This design comes from an exercise in tuning for small area, a short achievable clock period and few clock cycles on the open sky130 flow, not from production work. No functional check of the RTL was part of this run. Power and IR drop assume default switching activity.

==> design/flow/design.v <==
module nio61_qcf (
    input  wire        clk,
    input  wire        rst,
    input  wire        host_we,
    input  wire [7:0]  host_addr,
    input  wire [31:0] host_wdata,
    output reg  [31:0] host_rdata,
    output wire        busy,
    output reg         tx_valid,
    output wire        tx_err,
    output wire [31:0] tx_data
);
    localparam [4:0] R_CMD = 5'd0,  R_STATUS = 5'd1,  R_IN_LEN = 5'd2,
                     R_IN_W0 = 5'd3, R_IN_W1 = 5'd4,  R_IN_W2 = 5'd5,
                     R_CK_LEN = 5'd6, R_CK_OUT = 5'd7, R_RQ_CLIENT = 5'd8,
                     R_RQ_ADDR = 5'd9, R_RQ_VALUE = 5'd10, R_RQ_VMAX = 5'd11,
                     R_RQ_DIGITS = 5'd12, R_RQ_CKSUM = 5'd13, R_Q_VALUE = 5'd14,
                     R_Q_VMAX = 5'd15, R_Q_DIGITS = 5'd16, R_Q_SIGN = 5'd17,
                     R_Q_PATTERN = 5'd18, R_Q_DVALUE = 5'd19, R_RS_VALID = 5'd20,
                     R_RS_SIGN = 5'd21, R_RS_PATTERN = 5'd22, R_RS_DIGITS = 5'd23,
                     R_RS_ADDR = 5'd24, R_OUT_WORD = 5'd25;
    localparam [3:0] ST_OK = 4'h1, ST_MALFORMED = 4'h2, ST_CKSUM = 4'h3,
                     ST_INVALID = 4'h4, ST_RANGE = 4'h5, ST_ILLEGAL = 4'h6;
    localparam [2:0] S_IDLE = 3'd0, S_PROC = 3'd1, S_QENC = 3'd2,
                     S_QDLD = 3'd3, S_QDEC = 3'd4, S_CKS = 3'd5;
    localparam [1:0] J_NONE = 2'd0, J_PROC = 2'd1, J_QENC = 2'd2, J_QDEC = 2'd3;
    reg [3:0]  status;
    reg [7:0]  in_len;
    reg [31:0] in_w0, in_w1, in_w2;
    reg [7:0]  ck_len;
    reg [15:0] ck_out;
    reg [15:0] rq_client;
    reg [23:0] rq_addr;
    reg [15:0] rq_value, rq_vmax;
    reg [7:0]  rq_digits;
    reg [15:0] rq_cksum;
    reg [15:0] q_value, q_vmax;
    reg [7:0]  q_digits;
    reg        q_sign;
    reg [26:0] q_pattern;
    reg [31:0] q_dvalue;
    reg        rs_valid, rs_sign;
    reg [26:0] rs_pattern;
    reg [7:0]  rs_digits;
    reg [15:0] rs_addr;
    reg [31:0] out_word;
    reg [2:0]  state;
    wire       idle = (state == S_IDLE);
    assign busy = ~idle;
    assign tx_err  = (status != ST_OK);
    assign tx_data = tx_err ? {28'd0, status} : out_word;
    wire [4:0] ha = host_addr[6:2];
    always @(*) begin
        case (ha)
            R_STATUS:     host_rdata = {28'd0, status};
            R_IN_LEN:     host_rdata = {24'd0, in_len};
            R_IN_W0:      host_rdata = in_w0;
            R_IN_W1:      host_rdata = in_w1;
            R_IN_W2:      host_rdata = in_w2;
            R_CK_LEN:     host_rdata = {24'd0, ck_len};
            R_CK_OUT:     host_rdata = {16'd0, ck_out};
            R_RQ_CLIENT:  host_rdata = {16'd0, rq_client};
            R_RQ_ADDR:    host_rdata = {8'd0, rq_addr};
            R_RQ_VALUE:   host_rdata = {16'd0, rq_value};
            R_RQ_VMAX:    host_rdata = {16'd0, rq_vmax};
            R_RQ_DIGITS:  host_rdata = {24'd0, rq_digits};
            R_RQ_CKSUM:   host_rdata = {16'd0, rq_cksum};
            R_Q_VALUE:    host_rdata = {16'd0, q_value};
            R_Q_VMAX:     host_rdata = {16'd0, q_vmax};
            R_Q_DIGITS:   host_rdata = {24'd0, q_digits};
            R_Q_SIGN:     host_rdata = {31'd0, q_sign};
            R_Q_PATTERN:  host_rdata = {5'd0, q_pattern};
            R_Q_DVALUE:   host_rdata = q_dvalue;
            R_RS_VALID:   host_rdata = {31'd0, rs_valid};
            R_RS_SIGN:    host_rdata = {31'd0, rs_sign};
            R_RS_PATTERN: host_rdata = {5'd0, rs_pattern};
            R_RS_DIGITS:  host_rdata = {24'd0, rs_digits};
            R_RS_ADDR:    host_rdata = {16'd0, rs_addr};
            R_OUT_WORD:   host_rdata = out_word;
            default:      host_rdata = 32'd0;
        endcase
    end
    wire hw = host_we & idle;
    wire w_in_len  = hw & (ha == R_IN_LEN);
    wire w_in_w0   = hw & (ha == R_IN_W0);
    wire w_in_w1   = hw & (ha == R_IN_W1);
    wire w_in_w2   = hw & (ha == R_IN_W2);
    wire w_q_value = hw & (ha == R_Q_VALUE);
    wire w_q_vmax  = hw & (ha == R_Q_VMAX);
    wire cmd_wr    = hw & (ha == R_CMD);
    wire [3:0] opw   = host_wdata[3:0];
    wire       op_hi = (host_wdata[31:4] == 28'd0);
    wire c_cksum  = cmd_wr & op_hi & (opw == 4'h1);
    wire c_decreq = cmd_wr & op_hi & (opw == 4'h2);
    wire c_encreq = cmd_wr & op_hi & (opw == 4'h3);
    wire c_oct    = cmd_wr & op_hi & (opw == 4'h4);
    wire c_encrsp = cmd_wr & op_hi & (opw == 4'h5);
    wire c_decrsp = cmd_wr & op_hi & (opw == 4'h6);
    wire c_qenc   = cmd_wr & op_hi & (opw == 4'h7);
    wire c_qdec   = cmd_wr & op_hi & (opw == 4'h8);
    wire c_proc   = cmd_wr & op_hi & (opw == 4'h9);
    wire c_ill    = cmd_wr & ~(op_hi & (opw != 4'h0) & (opw <= 4'h9));
    wire in12    = (in_len == 8'd12);
    wire ck_bad  = (ck_len > 8'd12);
    wire ck_zero = (ck_len == 8'd0);
    wire oct_bad = (rq_addr[23:19] != 0) | (rq_addr[15:11] != 0) | (rq_addr[7:3] != 0);
    wire rsd_bad = (rs_digits == 8'd0) | (rs_digits > 8'd15);
    wire qd_bad  = (q_digits == 8'd0) | (q_digits > 8'd27) | (q_vmax == 16'd0);
    wire [7:0]  b_d0     = in_w0[15:8];
    wire [7:0]  b_d1     = in_w0[7:0];
    wire [7:0]  b_d2     = in_w1[31:24];
    wire [15:0] b_value  = in_w1[23:8];
    wire [15:0] b_vmax   = {in_w1[7:0], in_w2[31:24]};
    wire [7:0]  b_digits = in_w2[23:16];
    wire pd_bad = (b_digits == 8'd0) | (b_digits > 8'd15) | (b_vmax == 16'd0) |
                  (b_d0[7:3] != 0) | (b_d1[7:3] != 0) | (b_d2[7:3] != 0);
    wire [12:0] b_addr13 = {b_d0[2:0], b_d1[2:0], b_d2[2:0]};
    function [15:0] crc_byte(input [15:0] c_in, input [7:0] b);
        integer j;
        reg [15:0] c;
        begin
            c = c_in ^ {b, 8'h00};
            for (j = 0; j < 8; j = j + 1)
                c = c[15] ? ((c << 1) ^ 16'h1021) : (c << 1);
            crc_byte = c;
        end
    endfunction
    reg [15:0] c_st;
    reg [1:0]  c_prog;
    reg [3:0]  c_left;
    wire [15:0] cu_in  = (c_prog == 2'd0) ? 16'hFFFF : c_st;
    wire [31:0] cu_w   = (c_prog == 2'd0) ? in_w0 : (c_prog == 2'd1) ? in_w1 : in_w2;
    wire [15:0] cu_b1  = crc_byte(cu_in, cu_w[31:24]);
    wire [15:0] cu_b2  = crc_byte(cu_b1, cu_w[23:16]);
    wire [15:0] cu_b3  = crc_byte(cu_b2, cu_w[15:8]);
    wire [15:0] cu_b4  = crc_byte(cu_b3, cu_w[7:0]);
    wire        cks_m  = (state == S_CKS);
    wire [15:0] cu_out = (~cks_m | c_left[3:2] != 2'd0) ? cu_b4 :
                         (c_left[1:0] == 2'd1) ? cu_b1 :
                         (c_left[1:0] == 2'd2) ? cu_b2 : cu_b3;
    wire cks_last = (c_left <= 4'd4);
    wire crc_rdy  = (c_prog == 2'd3);
    wire crc_bad  = (c_st != 16'd0);    
    reg  [26:0] ri;
    wire [4:0]  rd = idle ? rs_digits[4:0] : q_digits[4:0];
    wire [30:0] rz;
    genvar gk;
    generate for (gk = 0; gk < 27; gk = gk + 1) begin : g_rev
        assign rz[gk + 4] = ri[26 - gk];
    end endgenerate
    assign rz[3:0] = 4'd0;
    wire [30:0] rsh = rz >> (~rd);
    wire [26:0] ro  = rsh[26:0];
    reg [1:0]  e_job;
    reg        e_run;
    reg [17:0] e_a;       
    reg [15:0] e_w;       
    reg [15:0] e_g;       
    reg [3:0]  e_stp;     
    reg        e_neg, e_mz;
    reg        e_dec, e_sub;  
    wire [17:0] e_x0  = {2'b00, e_w};
    wire [17:0] e_x1  = {3'b000, e_w[15:1]};
    wire [17:0] e_s0  = e_a + (e_x0 ^ {18{e_sub}}) + {17'd0, e_sub};
    wire        e_c0  = e_dec ? e_g[15] : (~e_s0[17] & ~e_mz);
    wire [17:0] e_a1  = e_c0 ? e_s0 : e_a;
    wire [17:0] e_s1  = e_a1 + (e_x1 ^ {18{e_sub}}) + {17'd0, e_sub};
    wire        e_c1  = e_dec ? e_g[14] : (~e_s1[17] & ~e_mz);
    wire [17:0] e_a2  = e_c1 ? e_s1 : e_a1;
    wire [4:0]  e_cnt   = {e_stp, 1'b0};
    wire [4:0]  e_cnt2  = e_cnt + 5'd2;
    wire        e_wz_n  = (e_w[15:2] == 14'd0);
    reg [15:0] e_g_st;
    integer gi;
    always @(*) begin
        e_g_st = e_g;
        if (e_run) begin
            if (e_dec) begin
                e_g_st = {e_g[13:0], 2'b00};
            end else begin
                for (gi = 0; gi < 16; gi = gi + 1)
                    if ((gi / 2) == e_stp)
                        e_g_st[15 - gi] = (gi % 2 == 0) ? e_c0 : e_c1;
            end
        end
    end
    wire [4:0] dp = b_digits[4:0];
    wire p_rdy = (e_job == J_PROC) &
                 (~e_run | e_mz | (e_cnt >= dp) | e_wz_n | (e_cnt2 >= dp));
    wire q_rdy = (e_job == J_QENC) & (~e_run | e_mz | (e_cnt >= q_digits[4:0]));
    wire d_fin = (e_g[13:0] == 14'd0) | e_wz_n | (e_stp == 4'd7);
    wire [14:0] p_mask = ~(15'h7FFF >> dp);
    wire [31:0] p_word = {1'b1, 2'b00, e_neg, e_g_st[15:1] & p_mask, b_addr13};
    wire [31:0] in_w0_d = c_encreq ? {rq_client, rq_addr[23:8]} : host_wdata;
    wire [31:0] in_w1_d = c_encreq ? {rq_addr[7:0], rq_value, rq_vmax[15:8]} : host_wdata;
    wire [31:0] in_w2_d = c_encreq ? {rq_vmax[7:0], rq_digits, rq_cksum} : host_wdata;
    wire [31:0] nv_w1 = (w_in_w1 | c_encreq) ? in_w1_d : in_w1;
    wire [31:0] nv_w2 = (w_in_w2 | c_encreq) ? in_w2_d : in_w2;
    wire ld_p = w_in_w1 | w_in_w2 | c_encreq |
                (c_proc & in12 & (e_job != J_PROC));
    wire ld_q = w_q_value | w_q_vmax | (c_qenc & ~qd_bad & (e_job != J_QENC));
    wire [15:0] ld_val  = ld_p ? nv_w1[23:8] : (w_q_value ? host_wdata[15:0] : q_value);
    wire [15:0] ld_vmax = ld_p ? {nv_w1[7:0], nv_w2[31:24]} :
                          (w_q_vmax ? host_wdata[15:0] : q_vmax);
    wire [15:0] ld_mag  = ld_val[15] ? (~ld_val + 16'd1) : ld_val;
    wire        ld_nz   = (ld_val != 16'd0);
    always @(*) begin
        ri = 27'd0;
        if (idle) begin
            if (host_wdata[0]) ri = rs_pattern;               
            else begin                                        
                for (gi = 0; gi < 15; gi = gi + 1) ri[gi] = out_word[27 - gi];
            end
        end else if (state == S_QENC) begin
            for (gi = 0; gi < 16; gi = gi + 1) ri[gi] = e_g[15 - gi];
            for (gi = 16; gi < 27; gi = gi + 1) ri[gi] = ~e_mz;
        end else begin
            ri = q_pattern;                                   
        end
    end
    always @(posedge clk) begin
        if (rst) begin
            state      <= S_IDLE;
            status     <= 4'd0;
            tx_valid   <= 1'b0;
            in_len     <= 8'd0;
            in_w0      <= 32'd0;
            in_w1      <= 32'd0;
            in_w2      <= 32'd0;
            ck_len     <= 8'd0;
            ck_out     <= 16'd0;
            rq_client  <= 16'd0;
            rq_addr    <= 24'd0;
            rq_value   <= 16'd0;
            rq_vmax    <= 16'd0;
            rq_digits  <= 8'd0;
            rq_cksum   <= 16'd0;
            q_value    <= 16'd0;
            q_vmax     <= 16'd0;
            q_digits   <= 8'd0;
            q_sign     <= 1'b0;
            q_pattern  <= 27'd0;
            q_dvalue   <= 32'd0;
            rs_valid   <= 1'b0;
            rs_sign    <= 1'b0;
            rs_pattern <= 27'd0;
            rs_digits  <= 8'd0;
            rs_addr    <= 16'd0;
            out_word   <= 32'd0;
            c_prog     <= 2'd0;
            e_job      <= J_NONE;
            e_run      <= 1'b0;
        end else begin
            tx_valid <= 1'b0;
            if (hw) begin
                case (ha)
                    R_IN_LEN:     in_len     <= host_wdata[7:0];
                    R_IN_W0:      in_w0      <= host_wdata;
                    R_IN_W1:      in_w1      <= host_wdata;
                    R_IN_W2:      in_w2      <= host_wdata;
                    R_CK_LEN:     ck_len     <= host_wdata[7:0];
                    R_CK_OUT:     ck_out     <= host_wdata[15:0];
                    R_RQ_CLIENT:  rq_client  <= host_wdata[15:0];
                    R_RQ_ADDR:    rq_addr    <= host_wdata[23:0];
                    R_RQ_VALUE:   rq_value   <= host_wdata[15:0];
                    R_RQ_VMAX:    rq_vmax    <= host_wdata[15:0];
                    R_RQ_DIGITS:  rq_digits  <= host_wdata[7:0];
                    R_RQ_CKSUM:   rq_cksum   <= host_wdata[15:0];
                    R_Q_VALUE:    q_value    <= host_wdata[15:0];
                    R_Q_VMAX:     q_vmax     <= host_wdata[15:0];
                    R_Q_DIGITS:   q_digits   <= host_wdata[7:0];
                    R_Q_SIGN:     q_sign     <= host_wdata[0];
                    R_Q_PATTERN:  q_pattern  <= host_wdata[26:0];
                    R_Q_DVALUE:   q_dvalue   <= host_wdata;
                    R_RS_VALID:   rs_valid   <= host_wdata[0];
                    R_RS_SIGN:    rs_sign    <= host_wdata[0];
                    R_RS_PATTERN: rs_pattern <= host_wdata[26:0];
                    R_RS_DIGITS:  rs_digits  <= host_wdata[7:0];
                    R_RS_ADDR:    rs_addr    <= host_wdata[15:0];
                    R_OUT_WORD:   out_word   <= host_wdata;
                    default: ;
                endcase
            end
            if (cks_m) begin
                if (cks_last) begin
                    ck_out <= cu_out;
                    status <= ST_OK;
                    state  <= S_IDLE;
                    c_prog <= 2'd0;
                end else begin
                    c_st   <= cu_out;
                    c_prog <= c_prog + 2'd1;
                    c_left <= c_left - 4'd4;
                end
            end else begin
                if (w_in_w0 | c_encreq)      c_prog <= 2'd0;
                else if (w_in_w1)            c_prog <= (c_prog == 2'd0) ? 2'd1 : 2'd1;
                else if (w_in_w2)            c_prog <= (c_prog == 2'd0) ? 2'd1 : 2'd2;
                else if (c_prog != 2'd3)     c_prog <= c_prog + 2'd1;
                if (c_prog != 2'd3) c_st <= cu_out;
                if (c_cksum & ~ck_bad & ~ck_zero) begin
                    c_prog <= 2'd0;
                    c_left <= ck_len[3:0];
                end
            end
            if (e_run) begin
                e_a   <= e_a2;
                e_w   <= e_w >> 2;
                e_g   <= e_g_st;
                e_stp <= e_stp + 4'd1;
                if (e_wz_n | (e_stp == 4'd7)) e_run <= 1'b0;
            end
            if (ld_p | ld_q) begin
                e_job <= ld_p ? J_PROC : J_QENC;
                e_run <= 1'b1;
                e_a   <= {2'b00, ld_mag};
                e_w   <= ld_vmax;
                e_g   <= {16{ld_nz}};
                e_stp <= 4'd0;
                e_dec <= 1'b0;
                e_sub <= 1'b1;
                e_neg <= ld_val[15];
                e_mz  <= ~ld_nz;
            end
            case (state)
            S_IDLE: begin
                if (c_ill) status <= ST_ILLEGAL;
                if (c_cksum) begin
                    if (ck_bad) status <= ST_RANGE;
                    else if (ck_zero) begin
                        ck_out <= 16'hFFFF;
                        status <= ST_OK;
                    end else state <= S_CKS;
                end
                if (c_decreq) begin
                    if (~in12) status <= ST_MALFORMED;
                    else begin
                        rq_client <= in_w0[31:16];
                        rq_addr   <= {b_d0, b_d1, b_d2};
                        rq_value  <= b_value;
                        rq_vmax   <= b_vmax;
                        rq_digits <= b_digits;
                        rq_cksum  <= in_w2[15:0];
                        status    <= ST_OK;
                    end
                end
                if (c_encreq) begin
                    in_w0  <= in_w0_d;
                    in_w1  <= in_w1_d;
                    in_w2  <= in_w2_d;
                    in_len <= 8'd12;
                    status <= ST_OK;
                end
                if (c_oct) begin
                    if (oct_bad) status <= ST_RANGE;
                    else begin
                        rs_addr <= {7'd0, rq_addr[18:16], rq_addr[10:8], rq_addr[2:0]};
                        status  <= ST_OK;
                    end
                end
                if (c_encrsp) begin
                    if (rsd_bad) status <= ST_RANGE;
                    else begin
                        out_word <= {rs_valid, 2'b00, rs_sign,
                                     ro[0], ro[1], ro[2], ro[3], ro[4], ro[5], ro[6], ro[7],
                                     ro[8], ro[9], ro[10], ro[11], ro[12], ro[13], ro[14],
                                     rs_addr[12:0]};
                        status   <= ST_OK;
                    end
                end
                if (c_decrsp) begin
                    if (rsd_bad) status <= ST_RANGE;
                    else begin
                        rs_valid   <= out_word[31];
                        rs_sign    <= out_word[28];
                        rs_pattern <= ro;
                        rs_addr    <= {3'd0, out_word[12:0]};
                        status     <= ST_OK;
                    end
                end
                if (c_qenc) begin
                    if (qd_bad) status <= ST_RANGE;
                    else state <= S_QENC;
                end
                if (c_qdec) begin
                    if (qd_bad) status <= ST_RANGE;
                    else state <= S_QDLD;
                end
                if (c_proc) begin
                    if (~in12) begin
                        status   <= ST_MALFORMED;
                        tx_valid <= 1'b1;
                    end else if (~crc_rdy) begin
                        state <= S_PROC;
                    end else if (crc_bad) begin
                        status   <= ST_CKSUM;
                        tx_valid <= 1'b1;
                    end else if (pd_bad) begin
                        status   <= ST_INVALID;
                        tx_valid <= 1'b1;
                    end else if (b_value == 16'd0) begin
                        out_word <= {1'b1, 15'd0, 3'd0, b_addr13};
                        status   <= ST_OK;
                        tx_valid <= 1'b1;
                    end else if (p_rdy) begin
                        out_word <= p_word;
                        status   <= ST_OK;
                        tx_valid <= 1'b1;
                    end else begin
                        state <= S_PROC;
                    end
                end
            end
            S_PROC: begin
                if (crc_rdy) begin
                    if (crc_bad) begin
                        status   <= ST_CKSUM;
                        tx_valid <= 1'b1;
                        state    <= S_IDLE;
                    end else if (pd_bad) begin
                        status   <= ST_INVALID;
                        tx_valid <= 1'b1;
                        state    <= S_IDLE;
                    end else if (b_value == 16'd0) begin
                        out_word <= {1'b1, 15'd0, 3'd0, b_addr13};
                        status   <= ST_OK;
                        tx_valid <= 1'b1;
                        state    <= S_IDLE;
                    end else if (p_rdy) begin
                        out_word <= p_word;
                        status   <= ST_OK;
                        tx_valid <= 1'b1;
                        state    <= S_IDLE;
                    end
                end
            end
            S_QENC: begin
                if (q_rdy) begin
                    q_sign    <= e_neg;
                    q_pattern <= ro;
                    status    <= ST_OK;
                    state     <= S_IDLE;
                end
            end
            S_QDLD: begin
                e_job <= J_QDEC;
                e_run <= 1'b1;
                e_a   <= 18'd0;
                e_w   <= q_vmax;
                e_g   <= {ro[0], ro[1], ro[2], ro[3], ro[4], ro[5], ro[6], ro[7],
                          ro[8], ro[9], ro[10], ro[11], ro[12], ro[13], ro[14], ro[15]};
                e_stp <= 4'd0;
                e_dec <= 1'b1;
                e_sub <= q_sign;
                e_neg <= q_sign;
                e_mz  <= 1'b0;
                state <= S_QDEC;
            end
            S_QDEC: begin
                if (d_fin) begin
                    q_dvalue <= {{14{e_a2[17]}}, e_a2};
                    status   <= ST_OK;
                    state    <= S_IDLE;
                end
            end
            default: ;
            endcase
        end
    end
endmodule
==> design/flow/flow/run.sh <==
#!/bin/bash
set -euo pipefail
export BUFFER_PORTS_ARGS="-buffer_cell sky130_fd_sc_hd__buf_2"
bash standard.sh > standard_flow.log 2>&1
==> design/flow/standard.sh <==
#!/bin/bash
# synth_recipe.tcl (not shown) runs the flow's synth.tcl, then flattens the netlist and writes it again
# the make line also repeats each setting of config.mk as NAME=value (left out here)
make -C /OpenROAD-flow-scripts/flow DESIGN_CONFIG=/design/flow/config.mk WORK_HOME=/design/flow/orfs CLKGATE_MAP_FILE= SYNTH_SCRIPT=/design/flow/synth_recipe.tcl "${@:-finish}"
==> design/flow/config.mk <==
export PLATFORM = sky130hd
export DESIGN_NAME = nio61_qcf
export DESIGN_NICKNAME = nio61_qcf
export VERILOG_FILES = /design/flow/design.v
export SDC_FILE = /design/flow/constraint.sdc
export NUM_CORES = 4
export LEC_CHECK = 0
export CAP_MARGIN = 20
export CORE_MARGIN = 2
export CORE_UTILIZATION = 40
export PLACE_DENSITY = 0.6
export SLEW_MARGIN = 20
==> design/flow/constraint.sdc <==
create_clock -name core_clock -period 7.0 [get_ports {clk}]
set_input_delay 1.4000 -clock core_clock [delete_from_list [all_inputs] [get_ports {clk}]]
set_output_delay 1.4000 -clock core_clock [all_outputs]
set_load 0.01 [all_outputs]
==> run notes <==
* Hold slack at approximately 0.48 ns
* Post-synthesis sequential area ratio at 0.312
* Max-Cap Viols at 0
* Comb pwr share at 0.542
* Rows at 107
* LEAKAGE at around 15 nW
* Die Y at roughly 300 µm
* Top cells by area, synth: dfxtp_1 24%, mux2i_1 9.4%, edfxtp_1 6.8%
* Routed wire length at 186 mm
* Fmax at 152 MHz
* CTS Buffer Depth at 3
* Cts bufs inserted at 60
* Initial Utilization at 0.405
* Layout cells sized above 1 at 0.111
* Tmin final at between 6 and 7 ns
* Post-DR vias/cell at between 6 and 7
* Later-pin clock latency in the skew report at around 0.7 ns
* Yosys top cell area share at 0.245
* Power share of the sequential group at 0.235
* Power density cells at roughly 390 nW/µm²
* Slew margin rel. at 0.157
* #FFs+latches synth at 500
* Gr usage total at 0.400
* Most frequent cells in the layout: 586 x nand2_1, 493 x nor2_1, 422 x dfxtp_1
* Dominant synthesized flop cell: dfxtp_1
* Cell mode on critical path: a21o_1
* Data required, critical path at 7.40 ns
* Clock Skew at 0.0693 ns
* DP Worst Slack at around 0.29 ns
* H-Tree Level Count at 2
* Slew Limit Fails at 0
* Multi-input logic area at around 22,000 µm²
* Power Internal at approximately 9 mW
* Net switching power at 6.34 mW
* RePlAce Congestion at about 1.1
* Post-synth top area cell: dfxtp_1
* Critical path's largest stage delay at between 0.4 and 0.5 ns
* DRC Markers at 0
* Largest net degree at the start of global routing at 206
* Worst Slack Setup Final at roughly 0.4 ns
* Cell count after synthesis at ~4,400
* Fillcell total at roughly 8,600
* Seq. cell area at 10,800 µm²
* Synth Cell Area at between 30,000 and 40,000 µm²
* Crit-path max FO at 27
* Syn Area/Cell at about 7.8 µm²
* Routed WL per cell at around 34 µm
* Vias in the first global route at 34,200
* DRT antenna net count at 0
* Period utilization at 0.943
* Slowest CP cell: or3_1
* CP Capture Type: flip-flop
* Sink Count at 500
* Hpwl dp at 134 mm
* Clock share of power at 0.224
* Clock Tree Root: clkbuf_16
* PortBufs at ~110
* Asr flop ratio synth at 0
* WP data arrival at roughly 7 ns
* Commonest non-fill, non-tap cell in the layout: nand2_1
* CTS Hold Bufs at 0
* Final setup violation count at 0
* Hold Path Class: flip-flop to flip-flop
* Ys Warns at 1
* Sw Ratio at 0.418
* Clock transition at path regs at roughly 0.060 ns
* Drt pass-1 iters at 10
* CTS tree: built
* Remaining Overflow, GRT at 0
* Syn nets at roughly 4,500
* Iteration-0 DRC count of the detailed router at about 6,800
* Worst Tran Pin Value at 1.26 ns
* Die X at slightly below 300 µm
* VDD IR max at ~0.0016 V
* I/O pins at 110
* Yosys cell types at 90
* Final nets at about 4,400
* Core Region at roughly 85,000 µm²
* Syn-to-layout area delta at 12.0%
* Fin. Hold Viols at 0
* First-pass GRT wire length at around 260 mm
* Total vias in the final route at between 30,000 and 40,000
* Die area at roughly 89,000 µm²
* Status: complete, no violations
* Number of synthesized flops with an enable pin at 78
* Initial antenna violation count at 16
* R2R Setup Slk at between 0.4 and 0.5 ns
* CP Class: flip-flop to flip-flop
* Crit start category: flip-flop
==> per-stage QoR <==
step | cell area [µm²] | cells | total power, mW | setup TNS [ns] | utilization
after floorplan | 34600 | 4407 | 9.70 | 0 | -
after global placement | 36500 | 5423 | 11.7 | 0 | 0.427
after detailed placement | 36500 | 5424 | 11.7 | 0 | 0.427
after CTS | 38600 | 5535 | 15.1 | 0 | 0.451
after global routing | 38700 | 5541 | 15.7 | -0.0781 | 0.453
final | 38700 | 5552 | 15.2 | 0 | 0.453
==> cell type report <==
class | count | share of cell area
multi-input cells | 3465 | 0.575
repair buffers | 273 | 0.0498
clock buffers | 90 | 0.0454
diodes | 11 | 0.000711
clock inverters | 21 | 0.00834
well taps | 1144 | 0.0370
flip-flops and latches | 500 | 0.279
inverters | 48 | 0.00466
==> cell families (layout without fill, tap and decap cells) <==
group / after synthesis / after routing / synth area share
xor gates and xnor gates: 173 / 173 / 0.0544
buffers and inverters: 442 / 432 / 0.0493
other: 0 / 11 / 0
and+or+nand+nor: 1589 / 1589 / 0.203
AOI/OAI and AO/OA: 1296 / 1296 / 0.256
adders and majority gates: 57 / 57 / 0.0210
DFF: 500 / 500 / 0.312
muxes: 350 / 350 / 0.104
==> layer usage <==
| layer | track usage | vias to the layer above | wire length (µm) |
|---|---|---|---|
| li1 | - | 16100 | - |
| met1 | 0.501 | 18100 | 67000 |
| met2 | 0.541 | 3263 | 71100 |
| met3 | 0.160 | 885 | 29400 |
| met4 | 0.309 | 14 | 18400 |
| met5 | 0 | - | 89 |
==> power by group through the flow <==
stage | Combinational [mW] | Clock, mW | Sequential [mW]
2_1_floorplan | 6.10 | 0 | 3.60
3_3_place_gp | 8.08 | 0 | 3.62
3_5_place_dp | 8.12 | 0 | 3.62
4_1_cts | 8.16 | 3.37 | 3.56
5_1_grt | 8.69 | 3.48 | 3.57
6_report | 8.22 | 3.40 | 3.56
==> registers in the layout, indices dropped and copies added (netlist names), 16 cells and up <==
register / cells
in_w0: 32
in_w1: 32
in_w2: 32
out_word: 32
q_dvalue: 32
q_pattern: 27
rs_pattern: 27
rq_addr: 24
e_a: 18
c_st: 16
ck_out: 16
e_g: 16
e_w: 16
q_value: 16
q_vmax: 16
rq_cksum: 16
rq_client: 16
rq_value: 16
rq_vmax: 16
rs_addr: 16
==> worst paths after layout <==
path         cells after the start                     end                   start
min                              2  ck_len[4]$_SDFFE_PP0P_  ck_len[4]$_SDFFE_PP0P_
max reg2reg                     27   e_a[10]$_SDFFCE_PP0P_     e_sub$_SDFFCE_PN1P_
max                             27   e_a[10]$_SDFFCE_PP0P_     e_sub$_SDFFCE_PN1P_
min reg2reg                      2  ck_len[4]$_SDFFE_PP0P_  ck_len[4]$_SDFFE_PP0P_
==> critical path: cells and delay by family (launching register included) <==
family	cells	cell delay, ns
xor+xnor	3	0.65
mux	1	0.38
fa+ha+maj	2	0.65
buf+inv	4	0.74
flops	1	0.35
compound gates	13	2.83
simple gates	4	0.73
==> timing repair <==
item	4_1_cts	5_1_grt
setup buffers	0	3
endpoints found under the hold margin	0	0
resized for setup	0	3
endpoints found under the setup margin	0	63
==> cells in the mapped netlist, types with 45 or more instances <==
| library cell | number |
|---|---|
| nand2_1 | 591 |
| xor2_1 | 65 |
| nor4_1 | 47 |
| nor2_1 | 505 |
| a31oi_1 | 45 |
| a221oi_1 | 58 |
| a22oi_1 | 89 |
| and3_1 | 49 |
| a22o_1 | 52 |
| dfxtp_1 | 422 |
| nand3_1 | 148 |
| inv_1 | 45 |
| nor3_1 | 55 |
| xnor2_1 | 78 |
| edfxtp_1 | 78 |
| and2_1 | 53 |
| mux2i_1 | 323 |
| a21oi_1 | 308 |
| o21ai_0 | 188 |
| ha_1 | 54 |
| clkbuf_1 | 354 |
| a211oi_1 | 185 |
| a311oi_1 | 90 |

==> re-timing with driven ports <==
In the flow no input, the clock included, has a driving cell. The finished layout below was timed again as built, in two steps.
Step 1 sets driving cells, clkbuf_16 on the clock port and buf_2 on the other inputs (assumed; they add their load-dependent delay and slew).
Step 2 times the ports against the registers' clock, not the clock port: input delays grow and output delays shrink by t, the midpoint of the rising clock arrivals with the driver on.
Slacks: ideal / step 1 / step 2; pairs: ideal / step 1.
t (ns): 0.728
setup WS [ns]: 0.402 / 0.402 / 0.388
cell pins on the clock port's net: 1
After both steps setup and hold are still met in this run. The setup slack of this run moves by 0.000 ns with the drivers and by -0.014 ns with both steps.
